This design comes from an exercise in tuning for small area on the open sky130 flow, not from production work. Function was checked by simulation only, so behaviour that the tests miss may differ from the original. Power and IR drop assume default switching activity.

==> flow/design.v (excerpt) <==
module fpc_codec (
    input  wire        clk,
    input  wire        rst,
    input  wire        req_valid,
    output wire        req_ready,
    input  wire        req_we,
    input  wire        req_space,
    input  wire [8:0]  req_addr,
    input  wire [31:0] req_wdata,
    output reg         resp_valid,
    output reg  [31:0] resp_rdata
);
    localparam integer N = 130;
    localparam [3:0] E_NONE = 4'd0, E_SHORT = 4'd2, E_CSUM = 4'd3,
                     E_ILLEGAL = 4'd6, E_RANGE = 4'd7;
    reg  [8*N-1:0] ring;
    reg  [7:0]     pos;
    reg  [7:0]     head_new;
    wire [7:0] head = ring[7:0];
    wire [7:0] tapa = ring[8*26 +: 8];
    wire [7:0] tapb = ring[8*104 +: 8];
    always @(posedge clk)
        ring <= {head_new, ring[8*N-1:8]};
    always @(posedge clk)
        if (rst)               pos <= 8'd123;
        else if (pos == N - 1) pos <= 8'd0;
        else                   pos <= pos + 8'd1;
    reg [4:0] s_reg;      
  ...
Settings: LEC_CHECK=0, CAP_MARGIN=20, CORE_MARGIN=2, CORE_UTILIZATION=40, GPL_TIMING_DRIVEN=0, SLEW_MARGIN=20; clock period 8.0 ns.
run.sh (not shown) runs the stock make flow with config.mk's settings and CLKGATE_MAP_FILE= SYNTH_SCRIPT=/design/flow/synth_recipe.tcl, a recipe that flattens the netlist after the stock synthesis.
Edit:
==> flow/flow/run.sh (new file) <==
#!/bin/bash
# Standard layout with two changes: the port buffers are the smallest buffer
# cell, and clock tree synthesis adds no dummy loads.
set -o pipefail
export REMOVE_ABC_BUFFERS=1
export BUFFER_PORTS_ARGS="-buffer_cell sky130_fd_sc_hd__buf_1"
export CTS_ARGS="-sink_clustering_enable -repair_clock_nets -dont_use_dummy_load -sink_clustering_size 35 -sink_clustering_max_diameter 50"
bash standard.sh > standard.log 2>&1
status=$?
exit $status
==> flow/standard.sh (new file) <==
#!/bin/bash
# synth_recipe.tcl (not shown) runs the flow's synth.tcl, then flattens the netlist and writes it again
# the make line also repeats each setting of config.mk as NAME=value (left out here)
make -C /OpenROAD-flow-scripts/flow DESIGN_CONFIG=/design/flow/config.mk WORK_HOME=/design/flow/orfs CLKGATE_MAP_FILE= SYNTH_SCRIPT=/design/flow/synth_recipe.tcl "${@:-finish}"
removed: flow/run.sh
Sequential cell count stays the same.
Non-clock buffer count drops by 50.
Clock power decreases by 33%.
Die area stays the same.
Routed wire length is lower by 10%.
Area after synthesis stays the same.
Design area goes down by 6.6%.
Utilization drops by 3.2 points.
Worst setup slack gets better by 0.67 ns.
Via count went down by 2.9%.
Global-route usage went down by 1.5 points.
Edit:
==> flow/flow/run.sh (replaced) <==
#!/bin/bash
# Standard layout with two changes: the port buffers are the smallest buffer
# cell, and clock tree synthesis adds no dummy loads.
set -o pipefail
export REMOVE_ABC_BUFFERS=1
export BUFFER_PORTS_ARGS="-buffer_cell sky130_fd_sc_hd__buf_1"
export CTS_ARGS="-sink_clustering_enable -repair_clock_nets -dont_use_dummy_load -sink_clustering_size 12 -sink_clustering_max_diameter 60 -buf_list {sky130_fd_sc_hd__clkbuf_4 sky130_fd_sc_hd__clkbuf_8}"
bash standard.sh > standard.log 2>&1
status=$?
exit $status
What happened: The changed run finished with timing, DRC and antenna clean; critical path depth came out lower by 5; global-route usage rose by 0.10 points; sequential power barely changes; first-iteration DRC count drops by 5.4%.
Edit:
==> flow/flow/run.sh (replaced) <==
#!/bin/bash
# Standard layout with two changes: the port buffers are the smallest buffer
# cell, and clock tree synthesis adds no dummy loads.
set -o pipefail
export REMOVE_ABC_BUFFERS=1
export BUFFER_PORTS_ARGS="-buffer_cell sky130_fd_sc_hd__buf_1"
export CTS_ARGS="-sink_clustering_enable -repair_clock_nets -dont_use_dummy_load -sink_clustering_size 20 -sink_clustering_max_diameter 40 -buf_list sky130_fd_sc_hd__clkbuf_8"
bash standard.sh > standard.log 2>&1
status=$?
exit $status
The changed run went through all stages and came out clean.
Power falls slightly.
Clock power shrinks by a few percent.
Utilization shrinks by 0.24 points.
Worst setup slack improved by 0.021 ns.
Final area went down slightly.
Edit:
==> flow/flow/run.sh (replaced) <==
#!/bin/bash
# Standard layout with two changes: the port buffers are the smallest buffer
# cell, and clock tree synthesis adds no dummy loads.
set -o pipefail
export REMOVE_ABC_BUFFERS=1
export BUFFER_PORTS_ARGS="-buffer_cell sky130_fd_sc_hd__buf_1"
export CTS_ARGS="-sink_clustering_enable -repair_clock_nets -dont_use_dummy_load -sink_clustering_size 10 -sink_clustering_max_diameter 50 -buf_list sky130_fd_sc_hd__clkbuf_4"
bash standard.sh > standard.log 2>&1
status=$?
exit $status
What happened:
- cell area shrinks by 0.95%
- register-to-register slack improved by 0.10 ns
- global-route usage grows by 0.34 points
- clock skew shrinks by 0.022 ns
- area after synthesis is unchanged
Edit:
==> flow/flow/run.sh (replaced) <==
#!/bin/bash
# Standard layout with two changes: the port buffers are the smallest buffer
# cell, and clock tree synthesis adds no dummy loads.
set -o pipefail
export BUFFER_PORTS_ARGS="-buffer_cell sky130_fd_sc_hd__buf_1"
export CTS_ARGS="-sink_clustering_enable -repair_clock_nets -dont_use_dummy_load -sink_clustering_size 20 -sink_clustering_max_diameter 50 -buf_list sky130_fd_sc_hd__clkbuf_8"
bash standard.sh > standard.log 2>&1
status=$?
exit $status
Effect: Final area is higher slightly; worst setup slack gains 0.063 ns; clock skew is higher by 0.032 ns; global-route usage is higher by 0.44 points; worst hold slack loses 0.033 ns; fmax is higher slightly; routed wire length is higher by a few percent; clock power is higher by a few percent; power is higher by a few percent; count of clock-buffer cells in the layout is lower by 50; combinational power is higher by a little under a tenth.

* * *

Starting RTL as in the previous note.
Settings: LEC_CHECK=0, CAP_MARGIN=20, CORE_MARGIN=2, CORE_UTILIZATION=40, GPL_TIMING_DRIVEN=0, SLEW_MARGIN=20; clock period 8.0 ns.
standard.sh (not shown) runs the stock make flow with config.mk's settings and CLKGATE_MAP_FILE= SYNTH_SCRIPT=/design/flow/synth_recipe.tcl, a recipe that flattens the netlist after the stock synthesis.
==> flow/flow/run.sh <==
#!/bin/bash
# Standard layout with two changes: the port buffers are the smallest buffer
# cell, and clock tree synthesis adds no dummy loads.
set -o pipefail
export REMOVE_ABC_BUFFERS=1
export BUFFER_PORTS_ARGS="-buffer_cell sky130_fd_sc_hd__buf_1"
export CTS_ARGS="-sink_clustering_enable -repair_clock_nets -dont_use_dummy_load -sink_clustering_size 20 -sink_clustering_max_diameter 80 -buf_list sky130_fd_sc_hd__clkbuf_8"
bash standard.sh > standard.log 2>&1
status=$?
exit $status
Then changed:
==> flow/run.sh (new file) <==
#!/bin/bash
# synth_recipe.tcl (not shown) runs the flow's synth.tcl, then flattens the netlist and writes it again
# the make line also repeats each setting of config.mk as NAME=value (left out here)
make -C /OpenROAD-flow-scripts/flow DESIGN_CONFIG=/design/flow/config.mk WORK_HOME=/design/flow/orfs CLKGATE_MAP_FILE= SYNTH_SCRIPT=/design/flow/synth_recipe.tcl finish
Settings changed: CTS_CLUSTER_DIAMETER from default to 80, CTS_CLUSTER_SIZE from default to 30.
removed: flow/flow/run.sh
removed: flow/standard.sh
Routed wire length is higher by 9.1%; sequential share of layout area goes down by 2.7 points; flip-flop and latch count does not change; non-clock buffer count grows by 50; setup slack gets worse by 650 ps; final area goes up by 3.8%; clock skew shrinks by 82 ps; combinational power is higher by 9.2%; die area stays the same; synthesized area is unchanged.
Then changed:
==> flow/flow/run.sh (new file) <==
#!/bin/bash
# Standard layout with two changes: the port buffers are the smallest buffer
# cell, and clock tree synthesis adds no dummy loads.
set -o pipefail
export REMOVE_ABC_BUFFERS=1
export BUFFER_PORTS_ARGS="-buffer_cell sky130_fd_sc_hd__buf_1"
export CTS_ARGS="-sink_clustering_enable -repair_clock_nets -dont_use_dummy_load -sink_clustering_size 25 -sink_clustering_max_diameter 60 -buf_list {sky130_fd_sc_hd__clkbuf_8 sky130_fd_sc_hd__clkbuf_16}"
bash standard.sh > standard.log 2>&1
status=$?
exit $status
==> flow/standard.sh (new file) <==
#!/bin/bash
# synth_recipe.tcl (not shown) runs the flow's synth.tcl, then flattens the netlist and writes it again
# the make line also repeats each setting of config.mk as NAME=value (left out here)
make -C /OpenROAD-flow-scripts/flow DESIGN_CONFIG=/design/flow/config.mk WORK_HOME=/design/flow/orfs CLKGATE_MAP_FILE= SYNTH_SCRIPT=/design/flow/synth_recipe.tcl "${@:-finish}"
Settings changed: CTS_CLUSTER_DIAMETER 80 to default, CTS_CLUSTER_SIZE 30 to default.
removed: flow/run.sh
- The new run produced a clean layout
- routed wire length falls by 8.1%
- setup slack improved by 640 ps
- register-to-register slack is better by 750 ps
- synthesized area does not change
Then changed:
==> flow/flow/run.sh (replaced) <==
#!/bin/bash
# Standard layout with two changes: the port buffers are the smallest buffer
# cell, and clock tree synthesis adds no dummy loads.
set -o pipefail
export BUFFER_PORTS_ARGS="-buffer_cell sky130_fd_sc_hd__buf_1"
export CTS_ARGS="-sink_clustering_enable -repair_clock_nets -dont_use_dummy_load -sink_clustering_size 30 -sink_clustering_max_diameter 80"
bash standard.sh > standard.log 2>&1
status=$?
exit $status
Worst setup slack loses 220 ps; cell area is about the same; count of clock-buffer cells in the layout drops by 9; clock power drops by 8.1%; synthesized area stays the same.

separate check: timing with driven ports:
The results above use ideal ports. As a check the final layouts listed here were re-extracted and re-timed, cells and wires unchanged.
Step 1 (the two cells are an assumption about what drives the block):
set clk [get_ports {clk}]
set_driving_cell -lib_cell sky130_fd_sc_hd__clkbuf_16 $clk
set_driving_cell -lib_cell sky130_fd_sc_hd__buf_2 [delete_from_list [all_inputs] $clk]
Step 2, shift: input delay + t, output delay - t, t = (earliest + latest rising clock arrival at the registers) / 2. This alone moves slack from input paths to output paths.
Three values: ideal, step 1, step 2; two values: the first two.
run | t, ns | slack for setup (ns) | clock arrival spread, ns | worst slew at a driven data input, ns
the first run of note 1 | 0.684 | 0.779 / 0.726 / 0.564 | 0.039 / 0.040 | 0.05
the second run of note 1 | 0.640 | 1.444 / 1.414 / 0.832 | 0.115 / 0.116 | 0.08
the third run of note 1 | 0.692 | 1.352 / 1.299 / 0.855 | 0.133 / 0.133 | 0.08
the fourth run of note 1 | 0.692 | 1.373 / 1.320 / 0.775 | 0.119 / 0.120 | 0.08
the fifth run of note 1 | 0.941 | 1.124 / 1.071 / 0.669 | 0.099 / 0.098 | 0.07
the sixth run of note 1 | 0.691 | 1.188 / 1.188 / 1.188 | 0.128 / 0.128 | 0.08
the first run of note 2 | 0.658 | 1.418 / 1.366 / 0.788 | 0.110 / 0.110 | 0.08
the second run of note 2 | 0.651 | 0.765 / 0.712 / 0.641 | 0.040 / 0.041 | 0.05
the third run of note 2 | 0.634 | 1.405 / 1.399 / 0.796 | 0.131 / 0.130 | 0.08
the fourth run of note 2 | 0.625 | 1.181 / 1.181 / 1.181 | 0.106 / 0.106 | 0.07
After both steps setup and hold are still met in every run listed. The setup slack of the first run of note 2, which loses most, moves by -0.052 ns with the drivers and by -0.630 ns with both steps.
